Context: an optimization exercise on an open-source flow, tuned for small area, a short achievable clock period and few clock cycles. The choices shown serve that exercise and are no tape-out recipe.
Only simulation tests tie the RTL to the original design; equivalence was not proved.
Power figures rest on the tool's default switching activity, not on a simulated workload.

[flow/run.sh]
#!/bin/bash
# Layout flow: the standard flow (standard.sh, standard synthesis unchanged) with two
# changes to how the layout is made: the port buffers are buf_1 cells instead of delay
# buffers, and the timing repair steps aim for 18.5 ns of setup slack at the design's period.
# make's full output goes to flow.log; each ORFS step keeps its own log under orfs/logs.
set -uo pipefail
bash standard.sh BUFFER_PORTS_ARGS="-buffer_cell sky130_fd_sc_hd__buf_1" \
  SETUP_SLACK_MARGIN=18.5 finish > flow.log 2>&1
[standard.sh]
#!/bin/bash
# synth_recipe.tcl (not shown) runs the flow's synth.tcl, then flattens the netlist and writes it again
# the make line also repeats each setting of config.mk as NAME=value (left out here)
make -C /OpenROAD-flow-scripts/flow DESIGN_CONFIG=/design/flow/config.mk WORK_HOME=/design/flow/orfs CLKGATE_MAP_FILE= SYNTH_SCRIPT=/design/flow/synth_recipe.tcl "${@:-finish}"
[config.mk]
export PLATFORM = sky130hd
export DESIGN_NAME = cu_compensate
export DESIGN_NICKNAME = cu_compensate
export VERILOG_FILES = /design/flow/design.v
export SDC_FILE = /design/flow/constraint.sdc
export NUM_CORES = 8
export LEC_CHECK = 0
export CAP_MARGIN = 20
export CORE_MARGIN = 2
export CORE_UTILIZATION = 40
export SLEW_MARGIN = 20
[constraint.sdc]
create_clock -name core_clock -period 25.0 [get_ports {clk}]
set_input_delay 5.0000 -clock core_clock [delete_from_list [all_inputs] [get_ports {clk}]]
set_output_delay 5.0000 -clock core_clock [all_outputs]
set_load 0.01 [all_outputs]
[design.v]
module cu_booth_mul (
    input  wire [24:0] s,
    input  wire [17:0] m,
    input  wire        neg,
    input  wire [44:0] brow,
    input  wire [44:0] ck,
    output wire [44:0] ps,
    output wire [44:0] pc
);
    wire [19:0] mx = {m[17], m, 1'b0};
    wire [25:0] s1 = {s[24], s};
    wire [25:0] s2 = {s, 1'b0};
    wire [44:0] row [0:11];
    reg  [44:0] nb;
    genvar i;
    generate
        for (i = 0; i < 9; i = i + 1) begin : g_row
            wire b2 = mx[2*i+2], b1 = mx[2*i+1], b0 = mx[2*i];
            wire one = b1 ^ b0;
            wire two = (b2 & ~b1 & ~b0) | (~b2 & b1 & b0);
            wire ng  = b2 ^ neg;
            wire [25:0] sel = one ? s1 : (two ? s2 : 26'd0);
            wire [25:0] r   = sel ^ {26{ng}};
            wire [25:0] u   = {~r[25], r[24:0]};
            assign row[i] = {19'd0, u} << (2*i);
        end
    endgenerate
    integer k;
    always @(*) begin
        nb = 45'd0;
        for (k = 0; k < 9; k = k + 1)
            nb[2*k] = mx[2*k+2] ^ neg;
    end
    assign row[9]  = nb;
    assign row[10] = brow;
    assign row[11] = ck;
    function [89:0] csa;
        input [44:0] a, b, c;
        begin
            csa = {((a & b) | (a & c) | (b & c)) << 1, a ^ b ^ c};
        end
    endfunction
    wire [89:0] l1a = csa(row[0], row[1], row[2]);
    wire [89:0] l1b = csa(row[3], row[4], row[5]);
    wire [89:0] l1c = csa(row[6], row[7], row[8]);
    wire [89:0] l1d = csa(row[9], row[10], row[11]);
    wire [89:0] l2a = csa(l1a[44:0], l1a[89:45], l1b[44:0]);
    wire [89:0] l2b = csa(l1b[89:45], l1c[44:0], l1c[89:45]);
    wire [89:0] l3a = csa(l2a[44:0], l2a[89:45], l2b[44:0]);
    wire [89:0] l3b = csa(l2b[89:45], l1d[44:0], l1d[89:45]);
    wire [89:0] l4a = csa(l3a[44:0], l3a[89:45], l3b[44:0]);
    wire [89:0] l5a = csa(l4a[44:0], l4a[89:45], l3b[89:45]);
    assign ps = l5a[44:0];
    assign pc = l5a[89:45];
endmodule
module cu_divstep (
    input  wire [34:0] r,
    input  wire [34:0] d,
    input  wire        f1,
    input  wire        f2,
    output wire        q1,
    output wire        q2,
    output wire        ge4,       
    output wire [34:0] r2
);
    wire [36:0] y  = {r, f1, f2};
    wire [37:0] s1 = {1'b0, y} - {3'b000, d};
    wire [37:0] s2 = {1'b0, y} - {2'b00, d, 1'b0};
    wire [37:0] s3 = {1'b0, y} - {2'b00, d, 1'b0} - {3'b000, d};
    wire ge1 = ~s1[37], ge2 = ~s2[37], ge3 = ~s3[37];
    assign q1 = ge2;
    wire [37:0] s4 = {1'b0, y} - {1'b0, d, 2'b00};
    assign ge4 = ~s4[37];
    assign q2 = ge2 ? ge3 : ge1;
    assign r2 = ge3 ? s3[34:0] : ge2 ? s2[34:0] : ge1 ? s1[34:0] : y[34:0];
endmodule
module cu_compensate (
    input  wire               clk,
    input  wire               rst,
    input  wire               start,
    input  wire        [15:0] cal_t1,      
    input  wire signed [15:0] cal_t2,
    input  wire signed [15:0] cal_t3,
    input  wire        [15:0] cal_p1,      
    input  wire signed [15:0] cal_p2,
    input  wire signed [15:0] cal_p3,
    input  wire signed [15:0] cal_p4,
    input  wire signed [15:0] cal_p5,
    input  wire signed [15:0] cal_p6,
    input  wire signed [15:0] cal_p7,
    input  wire signed [15:0] cal_p8,
    input  wire signed [15:0] cal_p9,
    input  wire        [19:0] adc_t,
    input  wire        [19:0] adc_p,
    output reg                done,
    output wire               err,         
    output wire        [31:0] temp,        
    output wire        [31:0] press_q8,    
    output wire        [24:0] press_pa     
);
    localparam W = 76;
    localparam [5:0] S_IDLE = 6'd0,  S_TA   = 6'd1,  S_TC   = 6'd2,  S_TB   = 6'd3,
                     S_TD   = 6'd4,  S_TDW  = 6'd5,  S_TF   = 6'd6,  S_TE   = 6'd7,
                     S_XS   = 6'd8,  S_XSW  = 6'd9,  S_ZS   = 6'd10, S_Y6   = 6'd11,
                     S_Y6W  = 6'd12, S_NS   = 6'd13, S_NSW  = 6'd14, S_MS   = 6'd15,
                     S_MSW  = 6'd16, S_DIVF = 6'd17, S_DSI  = 6'd18, S_DIVS = 6'd19,
                     S_DSCK = 6'd20, S_PAF  = 6'd21, S_PAFW = 6'd22, S_PAS0 = 6'd23,
                     S_PAS1 = 6'd24, S_PASW = 6'd25, S_PB   = 6'd26, S_PC   = 6'd27,
                     S_PE   = 6'd28, S_PEW  = 6'd29, S_DEGN = 6'd30, S_DNEG = 6'd31,
                     S_ERRX = 6'd32;
    localparam [3:0] C_T1 = 4'd0, C_T2 = 4'd1, C_T3 = 4'd2, C_P1 = 4'd3, C_P2 = 4'd4,
                     C_P3 = 4'd5, C_P4 = 4'd6, C_P5 = 4'd7, C_P6 = 4'd8, C_P7 = 4'd9,
                     C_P8 = 4'd10, C_P9 = 4'd11, C_AP = 4'd12;
    localparam [3:0] M_ZERO = 4'd0, M_CREG = 4'd1, M_CREG2 = 4'd2, M_ACC = 4'd3,
                     M_FIVE = 4'd4, M_SLO = 4'd5, M_VD = 4'd6, M_DD = 4'd7, M_VH = 4'd8;
    localparam [2:0] A_ZERO = 3'd0, A_ACC = 3'd1, A_DROP = 3'd2, A_TV1 = 3'd3, A_C1 = 3'd4,
                     A_N35 = 3'd5;
    localparam [2:0] B_ZERO = 3'd0, B_B3 = 3'd1, B_S20 = 3'd2, B_S17 = 3'd3,
                     B_N14 = 3'd5, B_ND = 3'd6, B_S14 = 3'd7;
    localparam [3:0] K_NONE = 4'd0, K_TD = 4'd2, K_TE = 4'd3, K_XSL = 4'd4,
                     K_ZS0 = 4'd5, K_NS0 = 4'd6, K_NS1 = 4'd7, K_MS0 = 4'd8, K_PE = 4'd9;
    localparam [3:0] WB_NONE = 4'd0, WB_ACC = 4'd2, WB_SA2S = 4'd3, WB_PV1 = 4'd4,
                     WB_TC = 4'd5, WB_V = 4'd6, WB_XL = 4'd7, WB_ZL = 4'd8, WB_NL = 4'd9,
                     WB_ML = 4'd10, WB_D = 4'd11, WB_DCK = 4'd12, WB_ACK = 4'd13, WB_PCL = 4'd14,
                     WB_VW = 4'd15;
    localparam [W-1:0] K0 = -((76'd1 << 25) + (76'd1 << 27) + (76'd1 << 29) + (76'd1 << 31) +
                              (76'd1 << 33) + (76'd1 << 35) + (76'd1 << 37) + (76'd1 << 39) +
                              (76'd1 << 41));
    localparam [44:0] CKB = (45'd1 << 43) + K0[44:0];
    localparam [W-1:0] KOFF0 = -(76'd1 << 44);
    localparam [W-1:0] KOFF1 = -(76'd1 << 61);
    reg  [5:0]   state;
    reg  [1:0]   j;           
    reg  [5:0]   cnt;         
    reg          pass2;       
    reg  [24:0]  S;
    reg  [19:0]  CREG, BREG;
    reg  [W-1:0] ACC, V;
    reg  [41:0]  D;
    reg  [17:0]  TC;
    reg          b3, sgnZ, sgnN, errr, errp;
    reg          D_slow;      
    reg          WV;          
    wire sgnQ = sgnN ^ sgnZ;
    wire [3:0] ev;
    assign ev[0] = (V[W-1:17] == {(W-17){V[W-1]}});
    assign ev[1] = (V[W-1:34] == {(W-34){V[W-1]}});
    assign ev[2] = (V[W-1:51] == {(W-51){V[W-1]}});
    assign ev[3] = (V[W-1:68] == {(W-68){V[W-1]}});
    wire [3:0] ed;
    assign ed[0] = (D[41:17] == {25{D[41]}});
    assign ed[1] = (D[41:34] == {8{D[41]}});
    assign ed[2] = 1'b1;
    wire [3:0] ew;
    assign ew[0] = (V[W-1:51] == {(W-51){V[W-1]}});
    assign ew[1] = (V[W-1:68] == {(W-68){V[W-1]}});
    assign ew[2] = 1'b1;
    assign ew[3] = 1'b1;
    assign ed[3] = 1'b1;
    reg  [5:0]  state_n;
    reg  [1:0]  j_n;
    reg         pass2_n;
    reg  [1:0]  c_mneg;       
    reg         c_last;
    reg  [1:0]  c_off;
    reg  [2:0]  c_asel;
    reg  [2:0]  c_bsel;
    reg  [3:0]  c_k;
    reg  [3:0]  c_wb;
    wire        dneg_v;
    wire        dbig;         
    wire        q1, q2;
    reg  [5:0]  state_x;
    always @(*) state_n = (state == S_IDLE && start) ? S_TA : state_x;
    always @(*) begin
        state_x = state; j_n = j; pass2_n = pass2;
        case (state)
            S_IDLE: ;
            S_TA:   state_x = S_TC;
            S_TC:   state_x = S_TB;
            S_TB:   state_x = S_TD;
            S_TD:   state_x = S_TDW;
            S_TDW:  state_x = S_TF;
            S_TF:   state_x = S_TE;
            S_TE:   begin state_x = S_XS; j_n = 2'd0; end
            S_XS:   begin j_n = j + 2'd1; if (c_last) begin j_n = 2'd0; state_x = S_XSW; end end
            S_XSW:  state_x = S_ZS;
            S_ZS:   begin
                j_n = j + 2'd1;
                if (j == 2'd0 && c_mneg[0] != sgnZ) j_n = 2'd0;
                else if (c_last) begin j_n = 2'd0; state_x = S_Y6; end
            end
            S_Y6:   state_x = S_Y6W;
            S_Y6W:  state_x = S_NS;
            S_NS:   begin j_n = j + 2'd1; if (c_last) begin j_n = 2'd0; state_x = S_MS; end end
            S_NSW:  state_x = S_MS;
            S_MS:   begin
                j_n = j + 2'd1;
                if (j == 2'd1 && c_mneg[0] != sgnN) j_n = 2'd0;
                else if (c_last) begin j_n = 2'd0; state_x = S_MSW; end
            end
            S_MSW:  state_x = (D == 42'd0) ? S_DEGN : S_DIVF;
            S_DIVF: begin
                j_n = 2'd0; pass2_n = 1'b0;
                if (cnt == 6'd0 && dneg_v)  state_x = S_DNEG;
                else if (cnt == 6'd0 && dbig) state_x = S_DSI;
                else if (cnt == 6'd16) begin state_x = S_PB; j_n = 2'd1; pass2_n = 1'b0; end
            end
            S_DSI:  state_x = S_DIVS;
            S_DIVS: if (cnt == 6'd37) state_x = S_DSCK;
            S_DSCK: state_x = (V[W-1:53] != {(W-53){1'b0}}) ? S_ERRX : S_PAS0;
            S_PAF:  begin state_x = S_PAFW; j_n = 2'd0; pass2_n = 1'b0; end
            S_PAFW: state_x = S_PB;
            S_PAS0: state_x = S_PAS1;
            S_PAS1: begin state_x = S_PASW; j_n = 2'd0; pass2_n = 1'b0; end
            S_PASW: state_x = S_PB;
            S_PB: begin
                j_n = j + 2'd1;
                if (c_last) begin
                    j_n = 2'd0;
                    if (D_slow && !pass2) pass2_n = 1'b1;
                    else                  state_x = S_PC;
                end
            end
            S_PC:   begin j_n = j + 2'd1; if (c_last) begin j_n = 2'd0; state_x = S_PE; end end
            S_PE:   state_x = S_PEW;
            S_DNEG: state_x = S_PAF;
            default: state_x = S_IDLE;    
        endcase
    end
    reg  [3:0]  n_msel;
    reg         n_vxor;
    reg  [1:0]  n_mneg;
    reg         n_last;
    reg  [1:0]  n_off;
    reg  [2:0]  n_asel;
    reg  [2:0]  n_bsel;
    reg  [3:0]  n_k;
    reg  [3:0]  n_wb;
    wire        evn = ev[j_n];
    wire [5:0]  state_d = (state == S_DIVF) ? ((cnt == 6'd11) ? S_PAF :
                                               (cnt == 6'd15) ? S_PB :
                                               (cnt == 6'd16) ? S_PB : S_DIVF) : state_x;
    wire        wvn = WV | (state == S_DIVF);
    wire        edn = wvn ? ew[j_n] : ed[j_n];
    always @(*) begin
        n_msel = M_ZERO; n_vxor = 1'b0; n_mneg = 2'd0; n_last = 1'b0;
        n_off = 2'd0; n_asel = A_ZERO; n_bsel = B_ZERO; n_k = K_NONE; n_wb = WB_NONE;
        case (state_d)
            S_TC: begin n_msel = M_SLO; n_wb = WB_SA2S; end
            S_TB: begin n_msel = M_CREG2; n_bsel = B_B3; n_wb = WB_ACC; end
            S_TD: begin n_msel = M_CREG; n_asel = A_TV1; n_k = K_TD; n_wb = WB_PV1; end
            S_TF: begin n_msel = M_CREG; n_bsel = B_S20; n_wb = WB_V; end
            S_TE: begin n_msel = M_FIVE; n_k = K_TE; n_wb = WB_TC; end
            S_XS: begin
                n_msel = M_VD; n_last = (j_n != 2'd0) && evn; n_off = j_n;
                n_asel = (j_n == 2'd0) ? A_ZERO : A_ACC;
                n_k = n_last ? K_XSL : K_NONE;
                n_wb = n_last ? WB_XL : WB_ACC;
            end
            S_ZS: begin
                n_msel = M_VD; n_mneg = {1'b0, sgnZ}; n_last = (j_n != 2'd0) && evn; n_off = j_n;
                n_asel = (j_n == 2'd0) ? A_ZERO : A_ACC;
                n_k = (j_n == 2'd0) ? K_ZS0 : K_NONE;
                n_wb = n_last ? WB_ZL : WB_ACC;
            end
            S_Y6: begin n_msel = M_CREG; n_bsel = B_S17; n_wb = WB_V; end
            S_NS: begin
                n_msel = M_VD; n_mneg = 2'd1; n_last = (j_n != 2'd0) && evn; n_off = j_n;
                n_asel = (j_n == 2'd0) ? A_N35 : A_ACC;
                n_bsel = (j_n == 2'd1) ? B_N14 : B_ZERO;
                n_k = (j_n == 2'd0) ? K_NS0 : (j_n == 2'd1) ? K_NS1 : K_NONE;
                n_wb = n_last ? WB_NL : WB_ACC;
            end
            S_MS: begin
                n_msel = (j_n == 2'd0 && state == S_NS) ? M_ACC : M_VD;
                n_mneg = {1'b0, sgnN}; n_last = (j_n[1] == 1'b1) && evn; n_off = j_n;
                n_asel = (j_n == 2'd0) ? A_ZERO : A_ACC;
                n_bsel = (j_n == 2'd0) ? B_ND : B_ZERO;
                n_k = (j_n == 2'd0) ? K_MS0 : K_NONE;
                n_wb = n_last ? WB_ML : WB_ACC;
            end
            S_PAF:  begin n_msel = M_CREG; n_wb = (state == S_DIVF) ? WB_VW : WB_D; end
            S_PAS0: begin n_msel = M_CREG; n_wb = WB_ACC; end
            S_PAS1: begin n_msel = M_CREG; n_off = 2'd1; n_asel = A_ACC; n_wb = WB_DCK; end
            S_PB: begin
                n_msel = wvn ? M_VH : M_DD;
                if (pass2_n) begin
                    n_off = j_n; n_asel = A_ACC; n_last = edn;
                end else begin
                    n_off = (j_n == 2'd0) ? 2'd0 : j_n - 2'd1;
                    n_asel = (j_n == 2'd0) ? A_ZERO : (j_n == 2'd1) ? A_DROP : A_ACC;
                    n_last = (j_n != 2'd0) && edn;
                end
                n_wb = (n_last && (pass2_n || !D_slow)) ? WB_ACK : WB_ACC;
            end
            S_PC: begin
                n_msel = M_VD; n_vxor = 1'b1;
                n_off = (j_n == 2'd0) ? 2'd0 : j_n - 2'd1;
                n_asel = (j_n == 2'd0) ? A_C1 : (j_n == 2'd1) ? A_DROP : A_ACC;
                n_bsel = (j_n == 2'd1) ? B_S14 : B_ZERO;
                n_last = (j_n != 2'd0) && (WV ? (j_n == 2'd1) : evn);    
                n_wb = n_last ? WB_PCL : WB_ACC;
            end
            S_PE: begin n_asel = A_ACC; n_k = K_PE; n_wb = WB_ACC; end
            default: ;
        endcase
    end
    always @(posedge clk) begin
        c_mneg <= n_mneg; c_last <= n_last;
        c_off <= n_off; c_asel <= n_asel; c_bsel <= n_bsel; c_k <= n_k;
        if (rst) c_wb <= WB_NONE;
        else     c_wb <= n_wb;
    end
    wire last = c_last;
    wire mneg = c_mneg[0];
    reg  [3:0]  jv;           
    reg  [8:0]  mv;           
    reg         vxr;          
    always @(posedge clk) begin
        jv  <= 4'd1 << j_n;
        mv  <= 9'd1 << n_msel;
        vxr <= n_vxor & sgnQ;
    end
    wire [16:0] vdig0 = ({17{jv[0]}} & V[16:0])  | ({17{jv[1]}} & V[33:17])
                      | ({17{jv[2]}} & V[50:34]) | ({17{jv[3]}} & V[67:51]);
    wire        vsgn0 = (jv[0] & V[17]) | (jv[1] & V[34]) | (jv[2] & V[51]) | (jv[3] & V[68]);
    wire [16:0] vdig = vdig0 ^ {17{vxr}};
    wire        vsgn = WV ? vxr : (vsgn0 ^ vxr);     
    wire [16:0] hdig = ({17{jv[0]}} & V[50:34]) | ({17{jv[1]}} & V[67:51])
                     | ({17{jv[2] | jv[3]}} & {{9{V[W-1]}}, V[W-1:68]});
    wire        hsgn = (jv[0] & V[51]) | (jv[1] & V[68]) | ((jv[2] | jv[3]) & V[W-1]);
    wire [16:0] ddig = ({17{jv[0]}} & D[16:0]) | ({17{jv[1]}} & D[33:17])
                     | ({17{jv[2] | jv[3]}} & {{9{D[41]}}, D[41:34]});
    wire        dsgn = (jv[0] & D[17]) | (jv[1] & D[34]) | ((jv[2] | jv[3]) & D[41]);
    wire [17:0] M = ({18{mv[M_CREG]}}  & CREG[17:0])
                  | ({18{mv[M_CREG2]}} & {CREG[16:0], 1'b0})
                  | ({18{mv[M_FIVE]}}  & 18'd5)
                  | ({18{mv[M_SLO]}}   & S[17:0])
                  | ({18{mv[M_VD]}}    & {last & vsgn, vdig})
                  | ({18{mv[M_DD]}}    & {last & dsgn, ddig})
                  | ({18{mv[M_ACC]}}   & {1'b0, ACC[16:0]})
                  | ({18{mv[M_VH]}}    & {last & hsgn, hdig});
    wire [43:0] cr_s = {{24{CREG[19]}}, CREG};
    wire [43:0] br_s = {{24{BREG[19]}}, BREG};
    wire [43:0] cr_z = {24'd0, CREG};
    reg  [43:0] bb;
    always @(*) begin
        case (c_bsel)
            B_B3:  bb = b3 ? cr_s : 44'd0;
            B_S20: bb = br_s << 20;
            B_S17: bb = br_s << 17;
            B_N14: bb = ~(cr_z << 14);                       
            B_ND:  bb = sgnQ ? ~{2'b00, D} : 44'd0;         
            B_S14: bb = cr_s << 14;
            default: bb = 44'd0;
        endcase
    end
    wire [44:0] brow = {1'b0, ~bb[43], bb[42:0]};           
    reg  [44:0] ck;
    always @(*) begin
        case (c_k)
            K_TD:  ck = CKB - (45'd128000 << 14);
            K_TE:  ck = CKB + 45'd640128;
            K_XSL: ck = jv[1] ? CKB + (45'd1 << 38) :         
                        jv[2] ? CKB + (45'd1 << 21) : CKB + (45'd1 << 4);
            K_ZS0: ck = sgnZ ? (CKB + (45'd1 << 33) - 45'd1) : CKB;
            K_NS0: ck = CKB + 45'd1;
            K_NS1: ck = CKB + (45'd1 << 34) + 45'd1;
            K_MS0: ck = sgnQ ? (CKB + 45'd1) : CKB;
            K_PE:  ck = CKB + (45'd1 << 17);
            default: ck = CKB;
        endcase
    end
    wire [44:0] Ps, Pc;
    cu_booth_mul u_mul (.s(S), .m(M), .neg(mneg), .brow(brow), .ck(ck), .ps(Ps), .pc(Pc));
    reg [44:0] PSR, PCR;
    reg [3:0]  off2;          
    reg [5:0]  asel2;         
    reg [3:0]  wb2;
    always @(posedge clk) begin
        PSR   <= Ps;
        PCR   <= Pc;
        off2  <= 4'd1 << c_off;
        asel2 <= 6'd1 << c_asel;
        if (rst) wb2 <= WB_NONE;
        else     wb2 <= c_wb;
    end
    wire [W-1:0] Psp = ({W{off2[0]}} & {31'd0, PSR})
                     | ({W{off2[1]}} & {14'd0, PSR, 17'd0})
                     | ({W{off2[2]}} & {PSR[41:0], 34'd0})
                     | ({W{off2[3]}} & {PSR[24:0], 51'd0});
    wire [W-1:0] Pcp = ({W{off2[0]}} & {31'd0, PCR})
                     | ({W{off2[1]}} & {14'd0, PCR, 17'd0})
                     | ({W{off2[2]}} & {PCR[41:0], 34'd0})
                     | ({W{off2[3]}} & {PCR[24:0], 51'd0});
    wire [W-1:0] kc  = ({W{off2[0]}} & KOFF0) | ({W{off2[1]}} & KOFF1);
    wire [W-1:0] Aterm = ({W{asel2[A_ACC]}}  & ACC)
                       | ({W{asel2[A_DROP]}} & {{17{ACC[W-1]}}, ACC[W-1:17]})
                       | ({W{asel2[A_TV1]}}  & {ACC[W-4:11], 14'd0})
                       | ({W{asel2[A_C1]}}   & {ACC[W-12:8], 19'd0})
                       | ({W{asel2[A_N35]}}  & ~({{(W-20){BREG[19]}}, BREG} << 35));    
    wire [W-1:0] T = Psp + Pcp + Aterm + kc;
    wire Asame41 = (ACC[W-1:41] == {(W-41){ACC[W-1]}});
    wire Asame62 = (ACC[W-1:62] == {(W-62){ACC[W-1]}});
    reg  chk41, chk63;        
    reg         dfast;        
    always @(posedge clk) dfast <= (state_n == S_DIVF);
    wire        f1 = dfast ? V[33] : V[W-1];
    wire        f2 = dfast ? V[32] : V[W-2];
    wire [34:0] r2;
    assign dneg_v = V[W-1];
    wire        ge4;
    cu_divstep u_div (.r(ACC[34:0]), .d(D[34:0]), .f1(f1), .f2(f2), .q1(q1), .q2(q2), .ge4(ge4),
                      .r2(r2));
    assign dbig = ge4 | (ACC[37:35] != 3'd0);
    reg [3:0]  csel;
    reg        cload;
    reg [19:0] cin;
    always @(*) begin
        case (csel)
            C_T1: cin = {4'd0, cal_t1};
            C_T2: cin = {{4{cal_t2[15]}}, cal_t2};
            C_T3: cin = {{4{cal_t3[15]}}, cal_t3};
            C_P1: cin = {4'd0, cal_p1};
            C_P2: cin = {{4{cal_p2[15]}}, cal_p2};
            C_P3: cin = {{4{cal_p3[15]}}, cal_p3};
            C_P4: cin = {{4{cal_p4[15]}}, cal_p4};
            C_P5: cin = {{4{cal_p5[15]}}, cal_p5};
            C_P6: cin = {{4{cal_p6[15]}}, cal_p6};
            C_P7: cin = {{4{cal_p7[15]}}, cal_p7};
            C_P8: cin = {{4{cal_p8[15]}}, cal_p8};
            C_P9: cin = {{4{cal_p9[15]}}, cal_p9};
            default: cin = adc_p;
        endcase
    end
    always @(*) begin
        csel = C_T1; cload = 1'b0;
        case (state)
            S_IDLE: begin csel = C_T1; cload = start; end
            S_TA:   begin csel = C_T2; cload = 1'b1; end
            S_TB:   begin csel = C_T3; cload = 1'b1; end
            S_TD:   begin csel = C_P2; cload = 1'b1; end
            S_TDW:  begin csel = C_P3; cload = 1'b1; end
            S_TF:   begin csel = C_P1; cload = 1'b1; end
            S_XS:   begin csel = C_P5; cload = last; end
            S_ZS:   begin csel = C_P6; cload = last; end
            S_Y6:   begin csel = C_P4; cload = 1'b1; end
            S_NS:   begin csel = (j == 2'd0) ? C_AP : C_P9; cload = (j == 2'd0) | last; end
            S_PAF:  begin csel = C_P8; cload = 1'b1; end
            S_DIVF: begin csel = C_P8; cload = (cnt == 6'd12); end
            S_PAS1: begin csel = C_P8; cload = 1'b1; end
            S_PB:   begin csel = C_P7; cload = last & (pass2 | ~D_slow); end
            default: ;
        endcase
    end
    wire [W-1:0] Vsx = V ^ {W{sgnQ}};                
    wire [24:0]  ph_lo = {8'd0, Vsx[29:13]};
    wire [24:0]  ph_hi = Vsx[54:30];
    wire [16:0]  a_sub = {1'b0, S[15:0]} - {1'b0, CREG[15:0]};     
    always @(posedge clk) begin
        if (cload) begin
            CREG <= cin;
            BREG <= CREG;
        end
        state <= rst ? S_IDLE : state_n;
        j     <= j_n;
        pass2 <= pass2_n;
        chk41 <= ~rst & (wb2 == WB_DCK);
        chk63 <= ~rst & (wb2 == WB_ACK);
        if (rst) begin
            done  <= 1'b0;
            sgnZ  <= 1'b0;            
            sgnN  <= 1'b0;
        end else begin
            done <= 1'b0;
            if ((chk41 && !Asame41) || (chk63 && !Asame62)) errp <= 1'b1;
            case (state)
                S_IDLE: if (start) begin
                    S  <= {9'd0, adc_t[19:4]};
                    b3 <= adc_t[3];
                    errp <= 1'b0;
                    WV <= 1'b0;
                end
                S_TA: S <= {{8{a_sub[16]}}, a_sub};
                S_XS: if (last) S <= {9'd0, CREG[15:0]};
                S_ZS: if (last) S <= {D[23], D[23:0]};
                S_NS: if (last) S <= 25'd3125;
                S_MSW: cnt <= 6'd0;
                S_DIVF: begin
                    cnt <= cnt + 6'd1;
                    if (!(cnt == 6'd0 && (dneg_v || dbig))) begin
                        ACC <= {{(W-35){1'b0}}, r2};
                        V[33:0] <= {V[31:0], q1, q2};
                        if (cnt == 6'd0) V[W-1:34] <= {(W-34){1'b0}};
                        if (cnt == 6'd11) begin
                            S <= {4'b0000, V[21:1]} ^ {25{sgnQ}};
                            D_slow <= 1'b0;
                            WV <= 1'b1;
                        end
                    end
                end
                S_DSI: begin
                    ACC <= {W{1'b0}};
                    cnt <= 6'd0;
                end
                S_DIVS: begin
                    ACC <= {{(W-35){1'b0}}, r2};
                    V <= {V[W-3:0], q1, q2};
                    cnt <= cnt + 6'd1;
                end
                S_DSCK: begin
                    S <= ph_lo;
                    D_slow <= 1'b1;
                    WV <= 1'b0;
                end
                S_PAS0: S <= ph_hi;
                S_PAS1: S <= ph_lo;
                S_PB: if (last) begin
                    if (D_slow && !pass2) S <= ph_hi;
                    else S <= {5'd0, ~CREG[15], {3{CREG[15]}}, CREG[15:0]};    
                end
                S_PEW: begin
                    errr <= errp | (V[W-1:42] != {(W-42){1'b0}});
                    done <= 1'b1;
                end
                S_DEGN: begin
                    ACC <= {W{1'b0}};
                    V <= {W{1'b0}};
                    errr <= 1'b0;
                    done <= 1'b1;
                end
                S_DNEG: begin
                    V <= {W{1'b1}};                       
                    S <= 25'd0;
                    D_slow <= 1'b0;
                    WV <= 1'b0;
                end
                S_ERRX: begin
                    errr <= 1'b1;
                    done <= 1'b1;
                end
                default: ;
            endcase
            case (wb2)
                WB_ACC:  ACC <= T;
                WB_SA2S: S <= T[36:12];
                WB_PV1: begin
                    S <= T[38:14];
                    D <= {{18{T[37]}}, T[37:14]};
                end
                WB_TC:   TC <= T[25:8];
                WB_V:    V <= T;
                WB_XL: begin
                    ACC <= T;
                    V <= {{8{T[W-1]}}, T[W-1:8]};
                    sgnZ <= T[W-1];
                end
                WB_ZL: begin
                    ACC <= T;
                    D <= {6'd0, T[68:33]};
                end
                WB_NL: begin
                    ACC <= T;
                    V <= T;
                    sgnN <= T[W-1];
                end
                WB_ML: begin
                    V <= T;
                    ACC <= {{34{T[W-1]}}, T[W-1:34]};
                end
                WB_D:    D <= T[41:0];
                WB_VW:   V[W-1:34] <= T[41:0];
                WB_DCK: begin
                    D <= T[41:0];
                    ACC <= T;
                end
                WB_ACK:  ACC <= T;
                WB_PCL: begin
                    ACC <= T;
                    V <= T;
                end
                default: ;
            endcase
        end
    end
    assign err      = errr;
    assign temp     = {{14{TC[17]}}, TC};
    assign press_q8 = V[41:10];
    assign press_pa = ACC[42:18];
endmodule
==> results of run 1 <==
## synthesized netlist by cell type, drive strengths merged (73+ instances only)
cell type | n | share of area, %
a222oi | 142 | 2.6
ha | 365 | 8.5
inv | 483 | 3.4
o21ai | 369 | 3.4
dfxtp | 144 | 5.4
a22o | 111 | 1.8
nand3 | 111 | 1.1
a221oi | 121 | 2.0
nor3 | 73 | 0.69
edfxtp | 288 | 16
xnor2 | 235 | 3.8
nor2 | 384 | 2.7
clkbuf | 345 | 2.4
xor2 | 249 | 4.1
a21o | 126 | 1.8
buf | 162 | 1.8
fa | 349 | 13
nand2 | 574 | 4.0
a21oi | 397 | 3.7
mux2i | 82 | 1.5
a22oi | 251 | 3.5
## cells in the final DEF, fill, tap and decap left out, types with 37 or more instances in the layout
cell,n
a211oi_1,43
a221oi_1,116
nor3_1,66
nand2_1,573
nand2b_1,41
buf_1,318
buf_4,289
a21oi_1,387
fa_1,348
o211ai_1,60
o21ai_0,352
a31oi_1,43
o22ai_1,39
nor2b_1,46
a222oi_1,142
a22oi_1,248
o221ai_1,57
xnor2_1,221
a221o_1,61
clkbuf_16,56
inv_1,481
xor2_1,217
nand4_1,61
nand3_1,109
o21bai_1,37
nor2_1,370
ha_1,363
dfxtp_1,134
a21o_1,126
mux2i_1,81
a22o_1,111
edfxtp_1,288
## worst max-delay path by stage
| stage | endpoint | depth (start not counted) |
|---|---|---|
| floorplan | ACC[0] | 2 |
| global placement | V[61] | 17 |
| detailed placement | V[61] | 17 |
| CTS | V[61] | 17 |
| global route | V[61] | 17 |
| finish | press_q8[13] | 1 |
## registers in the layout, summed over array words and instances, names as in the netlist, 8 cells and up
register	cells
ACC	76
V	76
PSR	43
D	42
PCR	42
S	25
BREG	20
CREG	20
TC	18
mv	8
## per-layer routing
layer / wire [µm] / GRT usage, %
met4: 21200 / 24.0
met2: 116000 / 56.5
met1: 99600 / 47.7
met5: 433 / 1.05
met3: 39000 / 14.5
## where the power goes
| part | switching [mW] | internal [mW] |
|---|---|---|
| clock network | 0.385 | 0.439 |
| registers | 0.181 | 0.943 |
| logic | 3.41 | 1.63 |
## cell families (layout without fill, tap and decap cells)
| group | count (synthesis) | after routing |
|---|---|---|
| multiplexers | 89 | 89 |
| buffers and inverters | 992 | 1222 |
| adder cells (fa/ha/maj) | 714 | 714 |
| AO/OA/AOI/OAI | 2064 | 2064 |
| flip-flops | 432 | 432 |
| other | 0 | 34 |
| AND/OR/NAND/NOR | 1484 | 1487 |
| XOR/XNOR | 484 | 486 |
## worst register-to-register path, stage by stage, from the launching register on
cell and delay [ps]:
dfxtp_1 300, buf_4 200, or2_2 490, a222oi_1 500, o22ai_1 210, a211o_1 310
buf_4 290, xor2_2 250, buf_4 360, a22oi_1 190, xnor2_1 210, fa_1 550
inv_1 60, fa_1 550, fa_1 530, fa_1 540, inv_1 50, fa_1 710
## layout make-up
cell class	count	area (µm²)
Inverter	485	1820
Timing Repair Buffer	635	3730
Tap cell	1768	2210
Clock inverter	35	338
Fill cell	13256	72900
Clock buffer	67	1470
Antenna cell	34	85.1
Multi-Input combinational cell	4840	39300
Sequential cell	432	11600
## repair_timing
action | in CTS | in global routing
pin swaps | 8 | 10
resized for setup | 42 | 43
buffers inserted | 57 | 70
hold buffers | 0 | 0
setup endpoints to repair | 226 | 149
cloned | 5 | 0
## per-stage QoR
| step | total power, mW | hold slack (ps) | setup slack, ps | instances | cell area, µm² |
|---|---|---|---|---|---|
| after CTS | 6.69 | 460 | 18500 | 8191 | 59500 |
| after global placement | 5.79 | 424 | 17590 | 8026 | 57000 |
| final | 6.98 | 464 | 18470 | 8296 | 60500 |
| after global routing | 7.23 | 463 | 18470 | 8265 | 60400 |
| after detailed placement | 5.80 | 433 | 17530 | 8027 | 57000 |
| after floorplan | 3.49 | 402 | 17550 | 6259 | 53800 |
==> flow_summary.ini, run 1 <==
[timing]
finalMaxSlewViolations = 0
fin_crit_ps = 6530
hold_viol_final = 0
fin_worst_skew_ps = 109
rsz0062_at_grt = true
setup_viol = 0
fin_tns_setup_ps = 0
fin_crit_sh_pct = 26.1
slew_headroom_pct = 7.15
tightestPinTransition_ps = 1390
fmax_mhz = 153

[global_route]
grt_pass1_wl_um = 383000
grt_max_degree = 88
antenna_found_initial = 27
grt_usage_pct = 38.6
grt_pass1_vias = 52122
grt_overflow = 0

[clock_tree]
cts_tree = built
clockRootBuffer = clkbuf_16
clkLatencyLatePin_ps = 750
cts_buffer_depth = 3
clock-sinks = 432
numCtsBuffers = 54
cts.clk_slew.worst_paths_ps = 60
htreeDepth = 2

[synthesis]
synth_top_family_by_area = compound AO/OA/AOI/OAI gates
synth_edf_count = 288
syn_area_um2 = 53700
yosysUniqueCellTypes = 102
asyncSetResetFlopFracSynth_pct = 0
synthAdderAreaFrac_pct = 21.5
ys_seq_area_share_pct = 21.5
synth_compound_area_share_pct = 27.2
yosys-mux-area-fraction_pct = 1.67
synth-xor-area-share_pct = 7.89
ys_seq_elements = 432
synth_flop_cell = edfxtp_1
synth_simple_gate_area_share_pct = 12.7
synth_nets = 7208
yosysWarnings = 2
synth.avg_cell_area_um2 = 8.59
syn_inst = 6259

[placed_design]
hpwlAfterDp_um = 205000
portBuffers = 322
gp_congestion = 1.06

[floorplanning]
core_um2 = 133000
die_h_um = 371
rows = 134
initial_core_util_pct = 40.3
die_area_um2 = 137000
io_pins = 326
die_width_um = 371

[pwr]
ir_drop_mv = 0.136
p_leak_nw = 25.3
powerDensity_nw_per_um2 = 115

[finish]
utilization_pct = 45.3
area_growth_pct = 12.6
fin_nets = 7397
drive_above_1_share_pct = 9.33

[worst_hold_path]
min_path_type = reg2reg
holdCritStartpoint = c_wb[1]
hold-path-endpoint = wb2[1]
hold_depth = 1

[critical_path]
crit_arrival_ps = 1530
cp_slowest_cell = edfxtp_1
r2r_start = jv[3]
startpoint = V[23]
critPathBufInv = 1
crit_chain = buf_1
reg2reg_slack_ps = 18530
r2r_end = PSR[14]
cp_max_fo = 5
worst-endpoint-required_ps = 20000
crit_type = reg2out
start_kind = flip-flop
crit_path_end_kind = output pin
crit_family = flip-flops
crit_path_max_incr_delay_ps = 560
ff2ff_path_depth = 17

[run_status]
status = no timing/DRC/antenna violations

[route]
post_drt_wl_per_cell_um = 33.2
drtIter0Drc = 9759
viasPerCell = 6.77
drcViolationCount = 0
ant_nets = 0
vias = 56161
drt_first_pass_iters = 15
wl_um = 276000

[job]
max_cap_viol_count = 0
Testbench counts, summed over its fixed seeds: cycles 17,280.
==> inputs of run 2 (changes only) <==
==> flow/run.sh (replaced) <==
#!/bin/bash
# Layout flow: the standard flow (standard.sh, standard synthesis unchanged) with two
# changes to how the layout is made: the port buffers are buf_1 cells instead of delay
# buffers, and the timing repair steps aim for 18.25 ns of setup slack at the design's period.
# make's full output goes to flow.log; each ORFS step keeps its own log under orfs/logs.
set -uo pipefail
bash standard.sh BUFFER_PORTS_ARGS="-buffer_cell sky130_fd_sc_hd__buf_1" \
  SETUP_SLACK_MARGIN=18.25 finish > flow.log 2>&1
==> run 2 against run 1 <==
Net effect:
- worst hold slack lost 25 ps
- clock-buffer cell count grew 8
- first-iteration DRC count shrank 0.69%
- clock power grew 7.2%
- wire length grew 0.15%
- sequential power is essentially flat
- critical path depth is the same
- worst setup slack lost 260 ps
==> flow_summary.ini, run 2 <==
[run_status]
status = no timing/DRC/antenna violations

[global_route]
grt_max_degree = 88
grt_usage_pct = 38.8
antenna_found_initial = 25
grt_overflow = 0
grt_pass1_vias = 51660
grt_pass1_wl_um = 384000

[timing]
fin_crit_ps = 6790
fin_tns_setup_ps = 0
fin_worst_skew_ps = 74.0
tightestPinTransition_ps = 1320
rsz0062_at_grt = false
finalMaxSlewViolations = 0
fin_crit_sh_pct = 27.2
slew_headroom_pct = 11.6
fmax_mhz = 147
hold_viol_final = 0
finalWorstSetupSlack_ps = 18210
setup_viol = 0

[critical_path]
crit_type = reg2out
cp_max_fo = 5
critPathBufInv = 1
crit_family = flip-flops
crit_path_end_kind = output pin
crit_arrival_ps = 1790
crit_chain = buf_1
start_kind = flip-flop
cp_slowest_cell = edfxtp_1
crit_path_max_incr_delay_ps = 830
worst-endpoint-required_ps = 20000

[synthesis]
netlist_top_cells_area = edfxtp_1 16%, fa_1 13%, ha_1 8.5%, dfxtp_1 5.4%, xor2_1 4.1%
synth_edf_count = 288
ys_seq_area_share_pct = 21.5
synth_top_family_by_area = compound AO/OA/AOI/OAI gates
ys_seq_elements = 432
yosysWarnings = 2
synth_simple_gate_area_share_pct = 12.7
yosysTopAreaCell = edfxtp_1
synth_top_cell_area_share_pct = 16.1
synth.avg_cell_area_um2 = 8.59
synth_compound_area_share_pct = 27.2
post-synth-top-count-cell = nand2_1
syn_area_um2 = 53700
synth_commonest_cells = 574 x nand2_1, 482 x inv_1, 394 x a21oi_1, 382 x nor2_1, 365 x ha_1
yosysUniqueCellTypes = 102
synthAdderAreaFrac_pct = 21.5
synth_flop_cell = edfxtp_1
asyncSetResetFlopFracSynth_pct = 0
synth-xor-area-share_pct = 7.89
yosys-mux-area-fraction_pct = 1.67
syn_inst = 6259
synth_nets = 7208

[floorplanning]
core_um2 = 133000
die_area_um2 = 137000
io_pins = 326
die_h_um = 371
rows = 134
initial_core_util_pct = 40.3
die_width_um = 371

[finish]
regArea_um2 = 11500
utilization_pct = 44.7
area_growth_pct = 11.0
drive_above_1_share_pct = 7.89
fill_cells = 13305
final_cell_mix = 573 x nand2_1, 482 x inv_1, 389 x a21oi_1
multi_input_area_um2 = 39000
fin_nets = 7326
final_common_cell = nand2_1
reg.largest.list = ACC x76, V x76, PSR x43

[placed_design]
post-place-ws_ps = 17690
hpwlAfterDp_um = 209000
gp_congestion = 1.06
portBuffers = 322

[pwr]
p_leak_nw = 25.0
ir_drop_mv = 0.123
sw_frac_of_total_pct = 56.6
p_comb_share_pct = 71.4
p_switching_mw = 3.96
clkPwrFrac_pct = 12.6
seq_power_share_pct = 16.0
intPower_mw = 3.04
powerDensity_nw_per_um2 = 117
total_power_mw = 7.00

[clock_tree]
cts_tree = built
clock-sinks = 432
cts_buffer_depth = 3
cts.clk_slew.worst_paths_ps = 60
clkLatencyLatePin_ps = 720
clockRootBuffer = clkbuf_16
htreeDepth = 2
numCtsBuffers = 57

[route]
post_drt_wl_per_cell_um = 33.6
ant_nets = 0
vias = 55375
viasPerCell = 6.75
drt_first_pass_iters = 12
drcViolationCount = 0
wl_um = 276000
drtIter0Drc = 9692

[job]
max_cap_viol_count = 0

[worst_hold_path]
min_path_type = reg2reg
[run 2: final timing paths]
path / from / to / slack [ps] / depth (start not counted)
setup / recovery: V[31] / press_q8[21] / 18210 / 1
hold / removal: c_wb[0] / wb2[0] / 440 / 1
setup reg to reg: asel2[1] / V[74] / 18290 / 19
hold reg to reg: c_wb[0] / wb2[0] / 440 / 1
[run 2: routing by layer]
layer / wire length (µm) / vias to the layer above / GRT usage (%)
met3: 37500 / 1023 / 13.8
met2: 117000 / 4174 / 57.5
met4: 20400 / 18 / 22.9
li1: - / 23296 / -
met1: 101000 / 26864 / 48.2
met5: 400 / - / 1.12
[run 2: metrics by stage]
stage                     instances  hold slack [ps]  area, µm²
after detailed placement       8042              426      57100
final                          8209              439      59700
after global placement         8041              417      57100
after CTS                      8166              439      59200
after global routing           8194              445      59600
after floorplan                6259              402      53800
[run 2: area by class of cell]
| type | instances | area share [%] |
|---|---|---|
| multi-input cells | 4839 | 65.4 |
| diodes | 15 | 0.0629 |
| flip-flops and latches | 432 | 19.4 |
| repair buffers | 562 | 5.12 |
| clock buffers | 75 | 2.74 |
| clock inverters | 33 | 0.579 |
| inverters | 485 | 3.05 |
| well taps | 1768 | 3.71 |
[run 2: what timing repair did]
item                                    CTS  global route
resized for setup                         6            23
pin swaps                                 3             7
gates cloned                              2             2
setup buffers                            14            23
hold buffers                              0             0
endpoints found under the setup margin   55           123
[run 2: power by group through the flow]
| stage | clock network [mW] | registers, mW | logic (mW) |
|---|---|---|---|
| finish | 0.883 | 1.12 | 5.00 |
| global route | 0.905 | 1.11 | 5.26 |
| CTS | 0.879 | 1.10 | 4.81 |
| detailed placement | 0 | 1.12 | 4.75 |
| global placement | 0 | 1.12 | 4.74 |
| floorplan | 0 | 1.00 | 2.48 |
[run 2: cells by family after synthesis]
group / after synthesis
XOR/XNOR: 484
flip-flops: 432
AO/OA/AOI/OAI: 2064
multiplexers: 89
AND/OR/NAND/NOR: 1484
buffers and inverters: 992
adder cells (fa/ha/maj): 714
==> inputs of run 3 (changes only) <==
==> flow/run.sh (replaced) <==
#!/bin/bash
# Layout flow: the standard flow (standard.sh, standard synthesis unchanged) with two
# changes to how the layout is made: the port buffers are buf_1 cells instead of delay
# buffers, and the timing repair steps aim for 18.75 ns of setup slack at the design's period.
# make's full output goes to flow.log; each ORFS step keeps its own log under orfs/logs.
set -uo pipefail
bash standard.sh BUFFER_PORTS_ARGS="-buffer_cell sky130_fd_sc_hd__buf_1" \
  SETUP_SLACK_MARGIN=18.75 finish > flow.log 2>&1
==> run 3 against run 2 <==
Net effect:
- cell area is 3.7% higher
- sequential share of layout area down 0.69 points
- clock skew is 23 ps higher
- area after synthesis is the same
- worst setup slack better by 300 ps
- register-to-register slack improved by 410 ps
- wire length up 3.7%
- synthesized cell count stayed put
- clock power increased by 4.3%
- critical endpoint is now press_q8[29]
- largest cell class unchanged
==> flow_summary.ini, run 3 <==
[critical_path]
crit_path_max_incr_delay_ps = 540
cp_max_fo = 2
crit_type = reg2out
worst-endpoint-required_ps = 20000
crit_chain = buf_1
critPathBufInv = 1
cp_slowest_cell = edfxtp_1
crit_family = flip-flops
crit_path_end_kind = output pin
crit_arrival_ps = 1490
start_kind = flip-flop

[timing]
slew_headroom_pct = 13.6
tightestPinTransition_ps = 1290
setup_viol = 0
hold_viol_final = 0
fmax_mhz = 154
finalWorstSetupSlack_ps = 18510
fin_crit_sh_pct = 25.9
finalMaxSlewViolations = 0
fin_crit_ps = 6490
rsz0062_at_grt = true
fin_tns_setup_ps = 0
fin_worst_skew_ps = 96.5

[route]
maxUsedRoutingLayer = met5
post_drt_wl_per_cell_um = 34.2
wl_um = 286000
drcViolationCount = 0
drt_first_pass_iters = 15
met1_length_um = 106000
met2_length_um = 121000
drtIter0Drc = 10334
viasPerCell = 6.76
route.met3.wl_um = 38300
ant_nets = 0
vias = 56573

[finish]
drive_above_1_share_pct = 11.7
fill_cells = 13099
reg.largest.list = ACC x76, V x76, PSR x43
stdcell_count = 8372
final_common_cell = nand2_1
fin_nets = 7483
area_growth_pct = 15.2
final_cell_mix = 572 x nand2_1, 479 x inv_1, 387 x a21oi_1

[floorplanning]
die_h_um = 371
rows = 134
io_pins = 326
die_area_um2 = 137000
die_width_um = 371
core_um2 = 133000
initial_core_util_pct = 40.3

[pwr]
sw_frac_of_total_pct = 56.5
p_leak_nw = 26.1
ir_drop_mv = 0.209
p_switching_mw = 4.12
p_comb_share_pct = 72.0
powerDensity_nw_per_um2 = 118
seq_power_share_pct = 15.4
clkPwrFrac_pct = 12.6
total_power_mw = 7.28
intPower_mw = 3.17

[clock_tree]
htreeDepth = 2
cts_hold_buf = 0
cts_tree = built
clockRootBuffer = clkbuf_16
cts.clk_slew.worst_paths_ps = 60
clock-sinks = 432
numCtsBuffers = 56
cts_buffer_depth = 3
clkLatencyLatePin_ps = 750

[global_route]
antenna_found_initial = 28
grt_pass1_vias = 52176
grt_pass1_wl_um = 392000
grt_overflow = 0
grt_max_degree = 88
grt_usage_pct = 39.7

[synthesis]
synth_nets = 7208
ys_seq_elements = 432
syn_inst = 6259
post-synth-top-count-cell = nand2_1
yosysWarnings = 2
netlist_top_cells_area = edfxtp_1 16%, fa_1 13%, ha_1 8.5%, dfxtp_1 5.4%, xor2_1 4.1%
synth_edf_count = 288
syn_area_um2 = 53700
yosysUniqueCellTypes = 102
synth_commonest_cells = 574 x nand2_1, 482 x inv_1, 394 x a21oi_1, 382 x nor2_1, 365 x ha_1
synth.avg_cell_area_um2 = 8.59
synth_top_cell_area_share_pct = 16.1
asyncSetResetFlopFracSynth_pct = 0
yosysTopAreaCell = edfxtp_1
ys_seq_area_share_pct = 21.5
synth_flop_cell = edfxtp_1

[placed_design]
post-place-cells = 8046
hpwlAfterDp_um = 211000
gp_congestion = 1.06
portBuffers = 322
post-place-ws_ps = 17500

[run_status]
status = no timing/DRC/antenna violations

[worst_hold_path]
min_path_type = reg2reg

[job]
max_cap_viol_count = 0
run 3: cell counts after synthesis:
No cell type changed its count.
run 3: kinds of logic (layout without fill, tap and decap cells):
family / Yosys count / after routing / share of synthesized area (%)
flip-flops: 432 / 432 / 21.5
other: 0 / 22 / 0
AND/OR/NAND/NOR: 1484 / 1488 / 12.7
multiplexers: 89 / 89 / 1.67
adder cells (fa/ha/maj): 714 / 714 / 21.5
XOR/XNOR: 484 / 484 / 7.89
AO/OA/AOI/OAI: 2064 / 2066 / 27.2
buffers and inverters: 992 / 1309 / 7.58
run 3: per-layer routing:
| layer | vias to the layer above | global-route usage (%) |
|---|---|---|
| li1 | 23626 | - |
| met1 | 27578 | 50.2 |
| met2 | 4362 | 58.5 |
| met3 | 983 | 12.8 |
| met4 | 24 | 24.7 |
| met5 | - | 0 |
run 3: timing repair:
| action | in CTS | in global routing |
|---|---|---|
| buffers inserted | 111 | 76 |
| pin swaps | 12 | 38 |
| setup endpoints to repair | 310 | 301 |
| gates resized for setup | 101 | 123 |
| gates cloned | 3 | 6 |
run 3: layout make-up:
class                      instances  area [µm²]  area share, %
clock buffer                      64        1550           2.50
inverter                         485        1830           2.95
antenna                           22        55.1         0.0889
multi-input combinational       4841       39500           63.8
clock inverter                    42         504          0.815
sequential                       432       11500           18.7
timing repair buffer             718        4700           7.59
tap                             1768        2210           3.57
run 3: power by group through the flow:
stage                     clock (mW)  sequential [mW]  combinational [mW]
after floorplan                    0             1.00                2.48
after global placement             0             1.12                4.83
after detailed placement           0             1.12                4.82
after CTS                      0.917             1.11                4.94
after global routing           0.943             1.11                5.47
final                          0.921             1.12                5.24
run 3: final timing paths:
path / from / endpoint / slack [ps] / depth (start not counted)
worst max register to register: ACC[0] / ACC[12] / 18700 / 23
worst min register to register: c_wb[3] / wb2[3] / 540 / 1
worst max-delay path: V[39] / press_q8[29] / 18510 / 1
worst min-delay path: c_wb[3] / wb2[3] / 540 / 1
run 3: per-stage QoR:
step	cell area (µm²)	util [%]	hold WS, ps
4_1_cts	60600	45.4	550
3_5_place_dp	57200	42.8	542
6_report	61900	46.4	539
3_3_place_gp	57100	42.8	549
5_1_grt	61800	46.3	554
2_1_floorplan	53800	-	402
==> inputs of run 4 (changes only) <==
--- a/design.v
+++ b/design.v
@@ -119,7 +119,7 @@
                      B_N14 = 3'd5, B_ND = 3'd6, B_S14 = 3'd7;
     localparam [3:0] K_NONE = 4'd0, K_TD = 4'd2, K_TE = 4'd3, K_XSL = 4'd4,
                      K_ZS0 = 4'd5, K_NS0 = 4'd6, K_NS1 = 4'd7, K_MS0 = 4'd8, K_PE = 4'd9;
-    localparam [3:0] WB_NONE = 4'd0, WB_ACC = 4'd2, WB_SA2S = 4'd3, WB_PV1 = 4'd4,
+    localparam [3:0] WB_NONE = 4'd0, WB_PE = 4'd1, WB_ACC = 4'd2, WB_SA2S = 4'd3, WB_PV1 = 4'd4,
                      WB_TC = 4'd5, WB_V = 4'd6, WB_XL = 4'd7, WB_ZL = 4'd8, WB_NL = 4'd9,
                      WB_ML = 4'd10, WB_D = 4'd11, WB_DCK = 4'd12, WB_ACK = 4'd13, WB_PCL = 4'd14,
                      WB_VW = 4'd15;
@@ -141,6 +141,8 @@
     reg          b3, sgnZ, sgnN, errr, errp;
     reg          D_slow;      
     reg          WV;          
+    reg  [31:0]  OQ8;         
+    reg  [24:0]  OPA;
     wire sgnQ = sgnN ^ sgnZ;
     wire [3:0] ev;
     assign ev[0] = (V[W-1:17] == {(W-17){V[W-1]}});
@@ -302,7 +304,7 @@
                 n_last = (j_n != 2'd0) && (WV ? (j_n == 2'd1) : evn);    
                 n_wb = n_last ? WB_PCL : WB_ACC;
             end
-            S_PE: begin n_asel = A_ACC; n_k = K_PE; n_wb = WB_ACC; end
+            S_PE: begin n_asel = A_ACC; n_k = K_PE; n_wb = WB_PE; end
             default: ;
         endcase
     end
@@ -525,8 +527,8 @@
                     done <= 1'b1;
                 end
                 S_DEGN: begin
-                    ACC <= {W{1'b0}};
-                    V <= {W{1'b0}};
+                    OQ8 <= 32'd0;
+                    OPA <= 25'd0;
                     errr <= 1'b0;
                     done <= 1'b1;
                 end
@@ -579,13 +581,15 @@
                 WB_PCL: begin
                     ACC <= T;
                     V <= T;
+                    OQ8 <= T[41:10];
                 end
+                WB_PE:   OPA <= T[42:18];
                 default: ;
             endcase
         end
     end
     assign err      = errr;
     assign temp     = {{14{TC[17]}}, TC};
-    assign press_q8 = V[41:10];
-    assign press_pa = ACC[42:18];
+    assign press_q8 = OQ8;
+    assign press_pa = OPA;
 endmodule
==> flow/run.sh (replaced) <==
#!/bin/bash
# Layout flow: the standard flow (standard.sh, standard synthesis unchanged) with two
# changes to how the layout is made: the port buffers are buf_1 cells instead of delay
# buffers, and the timing repair steps aim for 18.5 ns of setup slack at the design's period.
# make's full output goes to flow.log; each ORFS step keeps its own log under orfs/logs.
set -uo pipefail
bash standard.sh BUFFER_PORTS_ARGS="-buffer_cell sky130_fd_sc_hd__buf_1" \
  SETUP_SLACK_MARGIN=18.5 finish > flow.log 2>&1
==> run 4 against run 3 <==
Net effect:
- still clean
- maximum frequency fell by 1.6%
- global-route usage down 1.4 points
- sequential share of layout area grew 2.3 points
- area after synthesis increased by 4.7%
- synthesized cell count up 3.4%
- wire length decreased by 0.52%
- utilization is 1.1 points lower
- critical endpoint is now S[20]
==> flow_summary.ini, run 4 <==
[clock_tree]
clkLatencyLatePin_ps = 760
cts_buffer_depth = 3
cts_hold_buf = 0
clockRootBuffer = clkbuf_16
clock-sinks = 489
cts_tree = built
numCtsBuffers = 61
htreeDepth = 2
cts.clk_slew.worst_paths_ps = 70

[critical_path]
crit_family = compound AO/OA/AOI/OAI gates
crit_type = reg2reg
crit_arrival_ps = 6870
cp_max_fo = 12
critPathBufInv = 0
cp_slowest_cell = xnor2_4
crit_path_max_incr_delay_ps = 910
worst-endpoint-required_ps = 25280
reg2reg_slack_ps = 18410
start_kind = flip-flop
crit_chain = a222oi_1 > nand2_1 > fa_1 > ha_1 > ha_1 > a21oi_1 > o21ai_0 > o21bai_1 > a221o_1 > o21ai_1 > nand2_1 > xnor2_4 > o221ai_1
crit_path_end_kind = flip-flop

[timing]
fin_tns_setup_ps = 0
fin_worst_skew_ps = 92.8
rsz0062_at_grt = false
tightestPinTransition_ps = 1400
fin_crit_ps = 6590
fin_crit_sh_pct = 26.4
slew_headroom_pct = 6.24
hold_viol_final = 0
finalMaxSlewViolations = 0
fmax_mhz = 152
setup_viol = 0

[pwr]
ir_drop_mv = 0.132
sw_frac_of_total_pct = 55.1
clkPwrFrac_pct = 13.6
p_leak_nw = 25.9
intPower_mw = 3.18
p_switching_mw = 3.91
p_comb_share_pct = 69.4
powerDensity_nw_per_um2 = 112
seq_power_share_pct = 16.9

[global_route]
grt_max_degree = 88
grt_overflow = 0
antenna_found_initial = 16
grt_pass1_vias = 53451
grt_usage_pct = 38.3
grt_pass1_wl_um = 395000

[synthesis]
ys_seq_area_share_pct = 23.5
synth_flop_cell = edfxtp_1
yosysUniqueCellTypes = 110
post-synth-top-count-cell = nand2_1
netlist_top_cells_area = edfxtp_1 18%, fa_1 12%, ha_1 8.1%, dfxtp_1 5.1%, xnor2_1 4.1%
yosysTopAreaCell = edfxtp_1
synth_edf_count = 345
ys_seq_elements = 489
synth_commonest_cells = 550 x nand2_1, 513 x inv_1, 406 x nor2_1, 391 x o21ai_0, 383 x a21oi_1
yosysWarnings = 2
asyncSetResetFlopFracSynth_pct = 0
synth.avg_cell_area_um2 = 8.69
synth_top_cell_area_share_pct = 18.4
syn_area_um2 = 56200
synth_nets = 7418
syn_inst = 6469

[floorplanning]
core_um2 = 140000
io_pins = 326
rows = 137
die_h_um = 379
die_area_um2 = 144000
initial_core_util_pct = 40.3
die_width_um = 379

[finish]
area_growth_pct = 12.3
fill_cells = 13768
drive_above_1_share_pct = 8.03
fin_nets = 7556
reg.largest.list = ACC x76, V x76, PSR x43
utilization_pct = 45.3
final_cell_mix = 550 x nand2_1, 512 x inv_1, 395 x nor2_1
final_common_cell = nand2_1

[route]
ant_nets = 0
vias = 57766
drt_first_pass_iters = 14
post_drt_wl_per_cell_um = 33.3
drcViolationCount = 0
viasPerCell = 6.75
drtIter0Drc = 9875
wl_um = 285000

[run_status]
status = no timing/DRC/antenna violations

[placed_design]
gp_congestion = 1.08
portBuffers = 322
hpwlAfterDp_um = 216000

[job]
max_cap_viol_count = 0

[worst_hold_path]
min_path_type = reg2reg
run 4: cell count changes after synthesis, moves of 25 or more:
| cell | before | now |
|---|---|---|
| o21ai_0 | 355 | 391 |
| buf_4 | 72 | 19 |
| edfxtp_1 | 288 | 345 |
| inv_1 | 482 | 513 |
| xor2_1 | 249 | 224 |
| xnor2_1 | 235 | 262 |
| a221o_1 | 61 | 35 |
| clkbuf_1 | 342 | 373 |
run 4: power by group through the flow:
stage          clock (mW)  sequential, mW  combinational, mW
2_1_floorplan           0            1.10               2.40
3_3_place_gp            0            1.21               4.52
3_5_place_dp            0            1.21               4.54
4_1_cts             0.965            1.19               4.59
5_1_grt             0.993            1.20               5.19
6_report            0.968            1.20               4.93
run 4: logic make-up (layout without fill, tap and decap cells):
family,count (synthesis),after routing,synth area share [%]
AO/OA/AOI/OAI,2101,2103,26.3
AND/OR/NAND/NOR,1580,1580,13.3
adder cells (fa/ha/maj),714,714,20.5
other,0,21,0
multiplexers,96,96,1.74
XOR/XNOR,489,489,7.65
buffers and inverters,1000,1188,6.94
flip-flops,489,489,23.5
run 4: worst paths after layout:
path	startpoint	end	cells after the start
worst min register to register	c_wb[3]	wb2[3]	1
worst max register to register	ACC[12]	S[20]	13
worst min-delay path	c_wb[3]	wb2[3]	1
worst max-delay path	ACC[12]	S[20]	13
run 4: what timing repair did:
action | CTS | global route
pin swaps | 7 | 16
setup endpoints to repair | 196 | 126
endpoints found under the hold margin | 0 | 0
resized for setup | 32 | 46
setup buffers | 11 | 33
cloned | 1 | 2
run 4: area by class of cell:
class | instances | area, µm² | share of cell area (%)
Clock buffer | 73 | 1610 | 2.55
Inverter | 516 | 1940 | 3.07
Antenna cell | 21 | 52.6 | 0.0832
Multi-Input combinational cell | 4982 | 40200 | 63.6
Tap cell | 1876 | 2350 | 3.72
Clock inverter | 42 | 528 | 0.836
Sequential cell | 489 | 13300 | 21.0
Timing Repair Buffer | 557 | 3210 | 5.08
run 4: routing by layer:
layer	part of all wire, %	vias to the layer above	GRT usage [%]
li1	-	24192	-
met1	37	28148	48.3
met2	42	4409	55.5
met3	13	1009	12.1
met4	8.2	8	26.0
met5	0.044	-	0.823
run 4: through the flow:
step | std cells | setup slack [ps] | total power, mW | hold WS, ps | area, µm²
2_1_floorplan | 6469 | 18050 | 3.50 | 402 | 56400
3_3_place_gp | 8364 | 17640 | 5.73 | 497 | 59900
3_5_place_dp | 8365 | 17640 | 5.75 | 486 | 59900
4_1_cts | 8492 | 18520 | 6.75 | 448 | 62300
5_1_grt | 8540 | 18450 | 7.38 | 492 | 63100
6_report | 8556 | 18410 | 7.10 | 479 | 63100
Testbench counts of run 4, summed over its fixed seeds: cycles 17,280.

static timing again, ports no longer ideal:
Ports are ideal in the flow. The routed layouts listed here were re-timed in OpenROAD. Step 1 (the two cells are an assumption about what drives the block):
set clk [get_ports {clk}]
set_driving_cell -lib_cell sky130_fd_sc_hd__clkbuf_16 $clk
set_driving_cell -lib_cell sky130_fd_sc_hd__buf_2 [delete_from_list [all_inputs] $clk]
Step 2 also shifts input and output timing later by t, the mid clock arrival at the registers, as if the neighbouring blocks saw the same clock. Three values: no drivers, after step 1, after step 2; two values: the first two.
| run | shift t [ns] | setup slack, ns | worst hold slack (ns) |
|---|---|---|---|
| run 1 | 0.756 | 18.468 / 18.403 / 17.837 | 0.464 / 0.464 / 0.464 |
| run 2 | 0.752 | 18.212 / 18.146 / 17.831 | 0.439 / 0.439 / 0.439 |
| run 3 | 0.769 | 18.513 / 18.449 / 18.046 | 0.539 / 0.539 / 0.539 |
| run 4 | 0.784 | 18.407 / 18.407 / 17.793 | 0.479 / 0.479 / 0.479 |
After both steps every run listed still meets setup and hold. For run 1, which loses most, drivers alone change the setup slack by -0.065 ns; drivers and shift together by -0.631 ns.
